This is an optimization exercise on Yosys and OpenROAD, whose aim is small area, a short achievable clock period and few clock cycles, not a production implementation.
For this run, only the layout was checked, not whether the RTL still works.

==> flow/constraint.sdc <==
create_clock -name core_clock -period 12.0 [get_ports {clk}]
set_input_delay 2.4000 -clock core_clock [delete_from_list [all_inputs] [get_ports {clk}]]
set_output_delay 2.4000 -clock core_clock [all_outputs]
set_load 0.01 [all_outputs]
==> flow/run.sh <==
#!/bin/bash
# synth_recipe.tcl (not shown) runs the flow's synth.tcl, then flattens the netlist and writes it again
# the make line also repeats each setting of config.mk as NAME=value (left out here)
make -C /OpenROAD-flow-scripts/flow DESIGN_CONFIG=/design/flow/config.mk WORK_HOME=/design/flow/orfs CLKGATE_MAP_FILE= SYNTH_SCRIPT=/design/flow/synth_recipe.tcl finish
==> flow/config.mk <==
export PLATFORM = sky130hd
export DESIGN_NAME = oac_core
export DESIGN_NICKNAME = oac_core
export VERILOG_FILES = /design/flow/design.v
export SDC_FILE = /design/flow/constraint.sdc
export NUM_CORES = 4
export LEC_CHECK = 0
export CAP_MARGIN = 20
export CORE_MARGIN = 2
export CORE_UTILIZATION = 40
export SLEW_MARGIN = 20
==> flow/design.v <==
module oac_core (
    input  wire        clk,
    input  wire        rst,           
    input  wire [31:0] stack_init,    
    output reg         mem_req,
    output reg         mem_we,
    output reg  [6:0]  mem_addr,
    output wire [31:0] mem_wdata,
    input  wire        mem_ready,
    input  wire [31:0] mem_rdata,
    output wire        halted,
    output wire        faulted,
    output reg  [2:0]  fault_kind,
    output wire [31:0] fault_value,
    output wire [31:0] fault_addr,
    input  wire [3:0]  dbg_idx,
    output wire [31:0] dbg_data
);
    localparam [2:0] K_OOB = 3'd2, K_OVERFLOW = 3'd3, K_UNDERFLOW = 3'd4, K_BADREG = 3'd5;
    localparam [3:0] S_F    = 4'd0,  S_O1   = 4'd1,  S_O2   = 4'd2,  S_O3   = 4'd3;
    localparam [3:0] S_SAVE = 4'd4,  S_M1   = 4'd5,  S_MRD  = 4'd6,  S_MWR  = 4'd7;
    localparam [3:0] S_PUSH = 4'd8,  S_POP1 = 4'd9,  S_POP2 = 4'd10, S_POPF = 4'd11;
    localparam [3:0] S_FIX  = 4'd12, S_HALT = 4'd13, S_FAULT = 4'd14;
    reg [3:0]  state;
    reg [31:0] r0, r1, r2, r3, pc, fl, sb, st;
    reg [31:0] t;
    reg [6:0]  a;           
    reg [6:0]  m7;          
    reg [4:0]  opc;         
    reg [3:0]  ridx;        
    reg [3:0]  fvidx;       
    reg        ffetch;      
    reg        pend;        
    reg        pdec;        
    wire [31:0] w = mem_rdata;
    wire is_rr  = (opc == 5'd1) | (opc == 5'd5) | (opc == 5'd9);
    wire is_mr  = (opc == 5'd2) | (opc == 5'd6) | (opc == 5'd10);
    wire is_rm  = (opc == 5'd3) | (opc == 5'd7);
    wire is_mrm = (opc == 5'd11);
    wire is_ir  = (opc == 5'd4) | (opc == 5'd8) | (opc == 5'd12);
    wire is_inc = (opc == 5'd13);
    wire is_jmp = (opc == 5'd14) | (opc == 5'd15) | (opc == 5'd16);
    wire is_jc  = (opc >= 5'd17) & (opc <= 5'd20);
    wire is_call = (opc == 5'd21);
    wire op_sub = (opc >= 5'd5) & (opc <= 5'd8);
    wire op_mov = (opc >= 5'd9) & (opc <= 5'd12);
    wire w_bad    = (w[31:4] != 28'd0) | (w[3] & (w[2:0] != 3'd0));
    wire w_oob    = (w[31:7] != 25'd0);
    wire pc_oob   = (pc[31:7] != 25'd0);
    wire st_oob   = (st[31:7] != 25'd0);
    wire p_ok     = (&st) | (~st_oob & ~(&st[6:0]));    
    wire [7:0] pc1 = pc[7:0] + 8'd1;
    wire [7:0] pc2 = pc[7:0] + 8'd2;
    reg  [3:0]  ridx_c;
    wire        hf = (state == S_HALT) | (state == S_FAULT);
    wire [3:0]  pidx = (state == S_HALT) ? dbg_idx : ridx_c;
    reg  [31:0] pv;
    always @(*) begin
        case (pidx)
            4'd0: pv = r0;
            4'd1: pv = r1;
            4'd2: pv = r2;
            4'd3: pv = r3;
            4'd4: pv = pc;
            4'd5: pv = hf ? t : {27'd0, opc};
            4'd6: pv = fl;
            4'd7: pv = sb;
            default: pv = st;
        endcase
    end
    assign dbg_data    = pv;
    assign fault_value = pv;
    assign fault_addr  = {ffetch ? pc[31:7] : 25'd0, a};
    reg zp, ip, zq, iq, cin;
    wire [31:0] alu_p = zp ? 32'd0 : (pv ^ {32{ip}});
    wire [31:0] alu_q = zq ? 32'd0 : t;
    wire [31:0] res   = alu_p + (alu_q ^ {32{iq}}) + {31'd0, cin};
    wire        res_z = (res == 32'd0);
    wire        res_n = res[31];
    wire        lt    = res_n ^ ((pv[31] ^ t[31]) & (res_n ^ pv[31]));    
    wire taken = (opc == 5'd17) ?  res_z :
                 (opc == 5'd18) ? ~res_z :
                 (opc == 5'd19) ? (~res_z & ~res_n) : res_n;
    wire jz_skip = ((w == 32'd15) & ~fl[0]) | ((w == 32'd16) & ~fl[1]);
    wire w_valid = (w[31:5] == 27'd0) & (w[4:0] != 5'd0) & (w[4:0] <= 5'd22);
    reg        fault_now;
    reg [2:0]  fk_now;
    reg [3:0]  fv_now;
    reg        wsel_res;      
    always @(*) begin
        mem_req  = 1'b0;
        mem_we   = 1'b0;
        mem_addr = pc[6:0];
        wsel_res = 1'b0;
        fault_now = 1'b0;
        fk_now   = K_OOB;
        fv_now   = 4'd4;
        ridx_c   = w[3:0];
        zp = 1'b0; ip = 1'b0; zq = 1'b1; iq = 1'b0; cin = 1'b0;
        case (state)
            S_F: begin
                ridx_c = 4'd8;                          
                iq = pdec; cin = ~pdec;
                if (pc_oob) fault_now = 1'b1; else mem_req = 1'b1;
            end
            S_O1: begin
                if (pc_oob) fault_now = 1'b1; else mem_req = 1'b1;
                if (is_inc) cin = 1'b1;                 
                else        cin = (w[3:0] == 4'd4);     
            end
            S_O2: begin
                if (pc_oob) fault_now = 1'b1; else mem_req = 1'b1;
                if (is_jc) begin
                    cin = (w[3:0] == 4'd4);             
                end else begin                          
                    zp = op_mov; zq = 1'b0; iq = op_sub; cin = op_sub;
                end
            end
            S_O3: begin
                if (pc_oob) fault_now = 1'b1; else mem_req = 1'b1;
                ridx_c = ridx; zq = 1'b0; iq = 1'b1; cin = 1'b1;
            end
            S_SAVE: begin
                mem_we = 1'b1; mem_addr = st[6:0];
                fv_now = 4'd8;
                if (st_oob) fault_now = 1'b1; else mem_req = 1'b1;
            end
            S_M1: begin
                if (pc_oob) fault_now = 1'b1; else mem_req = 1'b1;
            end
            S_MRD: begin
                mem_addr = m7; mem_req = 1'b1;
            end
            S_MWR: begin
                mem_addr = m7; mem_req = 1'b1; mem_we = 1'b1; wsel_res = 1'b1;
                ridx_c = ridx;
                zq = is_mrm; ip = op_sub; cin = op_sub;    
            end
            S_PUSH: begin
                mem_we = 1'b1; mem_addr = st[6:0];
                fv_now = 4'd8;
                zp = 1'b1; zq = 1'b0;                      
                if (st[31]) begin
                    fault_now = 1'b1; fk_now = K_OVERFLOW;
                end else if (st_oob) fault_now = 1'b1;
                else mem_req = 1'b1;
            end
            S_POP1: begin
                ridx_c = 4'd7;                             
            end
            S_POP2: begin
                ridx_c = 4'd8; zq = 1'b0; iq = 1'b1; cin = 1'b1;
                mem_addr = st[6:0] + 7'd1;
                fv_now = 4'd8;
                if (~lt) begin
                    fault_now = 1'b1; fk_now = K_UNDERFLOW;
                end else if (p_ok) mem_req = 1'b1;
            end
            S_POPF: begin
                ridx_c = 4'd8; cin = 1'b1;
            end
            S_FIX: begin
                zp = 1'b1; zq = 1'b0; cin = 1'b1;          
            end
            S_FAULT: ridx_c = fvidx;
            default: ;
        endcase
    end
    assign mem_wdata = wsel_res ? res : {24'd0, pc[7:0]};
    assign halted  = (state == S_HALT);
    assign faulted = (state == S_FAULT);
    wire done = mem_req & mem_ready;
    reg        we;           
    reg [3:0]  widx;
    reg        setf;         
    always @(*) begin
        we = 1'b0; widx = w[3:0]; setf = 1'b0;
        case (state)
            S_F:    begin we = pend; widx = 4'd8; end
            S_O1:   if (done & is_inc) begin we = 1'b1; setf = 1'b1; end
            S_O2:   if (done & ~is_jc) begin we = 1'b1; setf = ~op_mov; end
            S_O3:   if (done) setf = 1'b1;
            S_MWR:  if (done) setf = ~is_mrm;
            S_POPF: begin we = 1'b1; widx = 4'd8; end
            default: ;
        endcase
    end
    always @(posedge clk) begin
        if (rst) begin
            state <= S_F;
            r0 <= 32'd0; r1 <= 32'd0; r2 <= 32'd0; r3 <= 32'd0;
            pc <= 32'd0; fl <= 32'd0;
            sb <= stack_init; st <= stack_init;
            pend <= 1'b0;
        end else begin
            if (we) begin
                case (widx)
                    4'd0: r0 <= res;
                    4'd1: r1 <= res;
                    4'd2: r2 <= res;
                    4'd3: r3 <= res;
                    4'd7: sb <= res;
                    4'd8: st <= res;
                    default: ;
                endcase
            end
            if (we & (widx == 4'd6)) fl <= res;
            else if (setf)           fl <= {fl[31:2], res_n, res_z};
            if (state == S_F) begin
                a    <= pc[6:0];
                pend <= 1'b0;
            end
            if (fault_now) begin
                state      <= S_FAULT;
                fault_kind <= fk_now;
                fvidx      <= fv_now;
                ffetch     <= (state == S_F);
            end else begin
                case (state)
                    S_F: if (done) begin
                        t   <= w;
                        opc <= w[4:0];
                        if (~w_valid)
                            state <= S_HALT;
                        else if (jz_skip & (pc[6:0] != 7'd127))
                            pc <= {24'd0, pc2};
                        else begin
                            pc <= {24'd0, pc1};
                            if (w[4:0] == 5'd22)
                                state <= S_POP1;
                            else if ((w[4:0] == 5'd2) | (w[4:0] == 5'd6) | (w[4:0] == 5'd10))
                                state <= S_SAVE;
                            else
                                state <= S_O1;
                        end
                    end
                    S_O1: if (done) begin
                        ridx <= w[3:0];
                        t    <= (is_rr & ~w_bad) ? res : w;
                        if ((is_rr | is_rm | is_mrm | is_jc | is_inc) & w_bad) begin
                            state <= S_FAULT; fault_kind <= K_BADREG;
                            fvidx <= 4'd5; ffetch <= 1'b0;
                        end else if (is_jmp) begin
                            pc <= w; state <= S_F;
                        end else if (is_inc) begin
                            if (w[3:0] == 4'd4) begin
                                pc <= res; t <= res; state <= S_FIX;
                            end else begin
                                pc <= {24'd0, pc1}; state <= S_F;
                            end
                        end else begin
                            pc <= {24'd0, pc1};
                            state <= (is_rm | is_mrm) ? S_SAVE :
                                     is_call ? S_PUSH : S_O2;
                        end
                    end
                    S_O2: if (done) begin
                        t <= w_bad ? w : res;
                        if (w_bad) begin
                            state <= S_FAULT; fault_kind <= K_BADREG;
                            fvidx <= 4'd5; ffetch <= 1'b0;
                        end else if (is_jc) begin
                            pc <= {24'd0, pc1}; state <= S_O3;
                        end else if (w[3:0] == 4'd4) begin
                            pc <= res; state <= S_FIX;
                        end else begin
                            pc <= {24'd0, pc1}; state <= S_F;
                        end
                    end
                    S_O3: if (done) begin
                        pc    <= taken ? w : {24'd0, pc1};
                        state <= S_F;
                    end
                    S_SAVE: if (done) state <= S_M1;
                    S_M1: if (done) begin
                        t  <= w;
                        m7 <= w[6:0];
                        if (w_oob) begin
                            state <= S_FAULT; fault_kind <= K_OOB;
                            fvidx <= 4'd5; ffetch <= 1'b0;
                        end else if (is_mr) begin
                            pc <= {24'd0, pc1}; state <= S_MRD;
                        end else
                            state <= is_rm ? S_MRD : S_MWR;
                    end
                    S_MRD: if (done) begin
                        t     <= w;
                        state <= is_mr ? S_O2 : S_MWR;
                    end
                    S_MWR: if (done) begin
                        if (m7 == st[6:0]) begin                
                            pc <= res; t <= res; state <= S_FIX;
                        end else begin
                            pc <= {24'd0, pc1}; state <= S_F;
                        end
                    end
                    S_PUSH: if (done) begin
                        pc    <= res;
                        pend  <= 1'b1; pdec <= 1'b1;
                        state <= S_F;
                    end
                    S_POP1: begin
                        t     <= res;
                        state <= S_POP2;
                    end
                    S_POP2: if (~p_ok) begin
                        state <= S_POPF;
                    end else if (done) begin
                        pc    <= w;
                        pend  <= 1'b1; pdec <= 1'b0;
                        state <= S_F;
                    end
                    S_POPF: begin
                        state <= S_FAULT; fault_kind <= K_OOB;
                        fvidx <= 4'd8; ffetch <= 1'b0;
                    end
                    S_FIX: begin
                        pc    <= res;
                        state <= S_F;
                    end
                    default: ;
                endcase
            end
        end
    end
endmodule
==> flow_summary.ini <==
[status]
outcome = timing/DRC/antenna clean

[clocking]
clock_sinks = 324
root_buffer = clkbuf_16
clockBufferDepth = 3
post-cts-setup-buffers = 0
htree_levels = 2
cts_tree = yes
cts_hold_buffers = 0
cts_resized = 0
clk_pin_slew_ns = 0.06
cts_made_buffers = 37
clkLatencyLatePin_ns = 0.55

[floorplanning]
core_area_sq_um = 50000
dieArea_sq_um = 52200
start_util_pct = 40.4
rows = 82
die_h_um = 229
ioPinCount = 213
die_w_um = 229

[worst_hold_path]
hold_class = register to register

[critical_path]
path_max_fanout = 17
rr_startpoint = state[3]
reg2regPathDepth = 29
crit_path_end = mem_req
required_ns = 9.60
regToRegSetupSlack_ns = 2.72
r2r-end = pc[22]
path_class = input pin to output pin
startpoint = dbg_idx[3]
cp-end-kind = output pin
worstPathArrival_ns = 9.22
critPathLaunchType = input pin

[timing]
relSlewSlack_pct = 23.3
tightest_slew_ns = 1.15
clock_skew_ns = 0.0215
slew_viol_final = 0
period_share_pct = 96.8
final-hold-violation-count = 0
max_freq_mhz = 86.0
rsz0062_at_grt = false
setup_viol = 0
min_period_ns = 11.62
finalSetupTns_ns = 0

[drt]
drc = 0
dr.first_iter.drc_count = 2811
wire_per_inst_um = 28.0
totalWireLength_mm = 87.5
vias_per_cell = 6.25
first_pass_iters = 8
ant_nets = 0
vias = 19500

[yosys]
synthesis.area_sq_um = 20200
synthAdderAreaFrac_pct = 2.25
synth_seq_area_share_pct = 38.5
ys_ff_latch = 324
synth_common_cells = nor2_1 (293), nand2_1 (226), dfxtp_1 (197)
synthDistinctLibCells = 98
synth_mux_area_share_pct = 9.14
synth_area_leader_cell = dfxtp_1
synthTopCellsByArea = dfxtp_1 (20%), edfxtp_1 (19%), mux2i_1 (6.7%)
synth_nets = 2377
synth_top_family_by_area = compound AO/OA/AOI/OAI gates
async_reset_ff_share_pct = 0
synth_edf_count = 127
syn_avg_cell_area_sq_um = 8.88
syn_inst = 2271
synth_compound_area_share_pct = 20.6
yosys.area_share.simple_pct = 19.0
yosysMostFrequentCell = nor2_1
dominantRegCellSynth = dfxtp_1
yosys_warnings = 1
yosys.area.top_type_share_pct = 19.6
synth_xor_area_share_pct = 4.65

[finish]
fin_util_pct = 48.4
drive_gt1_share_pct = 10.0
n_antenna_cell = 0
fin_nets = 2528
areaGrowthSynthToFinish_pct = 19.9
fillCellCount = 4895
postLayoutCellArea_sq_um = 24200

[grt]
first_global_vias = 17800
grt_use_total_pct = 32.3
grt_antenna_before_repair = 1
overflow = 0
grt_max_degree = 140
grt_pass1_wl_mm = 126

[placement]
dpl_cell_area_sq_um = 22900
port_buffers = 212
place.gp.congestion = 0.955
dpl.hpwl_mm = 64.6

[job]
drv_cap = 0
-- per-stage QoR --
step                      hold slack [ns]  cells  setup slack [ns]
after detailed placement            0.447   3055             0.575
after CTS                           0.455   3122             0.544
final                               0.455   3122             0.379
after global routing                0.464   3122             0.100
after global placement              0.437   3055             0.548
after floorplan                     0.406   2271             0.644
-- critical path: stages --
cell             delay [ns]
clkdlybuf4s50_1        0.47
o21a_1                 0.21
o2111ai_1              0.51
nand3_1                0.43
nor2_2                 0.58
buf_4                  0.36
a22o_1                 0.16
a221o_1                0.10
a21oi_1                0.05
nand3_1                0.36
xnor2_1                0.18
nor2_1                 0.07
ha_1                   0.46
nand3_1                0.11
o22ai_1                0.19
o221ai_1               0.21
o32ai_1                0.52
a21oi_1                0.21
nor3_1                 0.39
o21ai_0                0.18
mux2i_2                0.34
or2_2                  0.20
clkdlybuf4s50_1        0.53
-- area by class of cell --
cell class / instances / area, sq um / area share (%)
tap: 672 / 841 / 3.48
inverter: 32 / 120 / 0.497
sequential: 324 / 7760 / 32.1
clock inverter: 10 / 130 / 0.538
clock buffer: 57 / 1100 / 4.56
multi-input combinational: 1718 / 11300 / 46.8
timing repair buffer: 309 / 2900 / 12.0
-- sequential cells by signal, summed over array words and instances, names as in the netlist, 3 cells and up --
name / cells
a: 7
fault_kind: 3
fl: 32
fvidx: 3
m7: 7
opc: 5
pc: 32
r0: 32
r1: 32
r2: 32
r3: 32
ridx: 4
sb: 32
st: 32
state: 4
t: 32
-- cell families (layout without fill, tap and decap cells) --
family / after synthesis / after routing
adders and majority gates: 35 / 35
buffers and inverters: 229 / 408
DFF: 324 / 324
AOI/OAI and AO/OA: 582 / 582
xor gates and xnor gates: 107 / 107
and+or+nand+nor: 817 / 817
muxes: 177 / 177
-- cell usage in the layout (no fill, tap or decap), drive strengths merged, types with 86 or more instances in the layout --
cell type / instances
a21oi: 136
clkdlybuf4s50: 211
mux2i: 136
dfxtp: 197
edfxtp: 127
o21ai: 91
xnor2: 86
nor2: 294
nand2: 226
buf: 98
-- worst min path at each step --
stage	end	cells past startpoint	slack [ns]	startpoint
after detailed placement	fl[30]	2	0.45	fl[30]
after global routing	fl[12]	2	0.46	fl[12]
after floorplan	a[3]	0	0.41	pc[3]
after CTS	fl[26]	2	0.46	fl[26]
after global placement	fl[25]	2	0.44	fl[25]
final	fl[26]	2	0.46	fl[26]
-- per-layer routing --
metal,up-vias,global-route usage (%),wire (um)
li1,8621,-,-
met1,9615,47.9,38900
met2,1157,45.2,35700
met3,130,8.71,10300
met4,2,9.31,2570
met5,-,0,11

re-timing with driven ports:
Ports are ideal in the flow. The routed layout listed here was re-timed in OpenROAD.
Step 1 (the two cells are an assumption about what drives the block):
set clk [get_ports {clk}]
set_driving_cell -lib_cell sky130_fd_sc_hd__clkbuf_16 $clk
set_driving_cell -lib_cell sky130_fd_sc_hd__buf_2 [delete_from_list [all_inputs] $clk]
Step 2 moves the port delays by t, midway between the first and last clock arrival at a register: inputs arrive t later, outputs are due t later. That takes back most of the time a late clock gives input paths.
a / b / c = ideal / step 1 / step 2; a / b = the first two.
t, ns: 0.601
setup WS [ns]: 0.379 / 0.358 / 0.358
latest minus earliest clock arrival (ns): 0.022 / 0.021
worst data-port slew with drivers (ns): 0.05
pins driven straight from the clock port: 1
After both steps this run still meets setup and hold. The setup slack of this run moves by -0.021 ns with the drivers and by -0.021 ns with both steps.
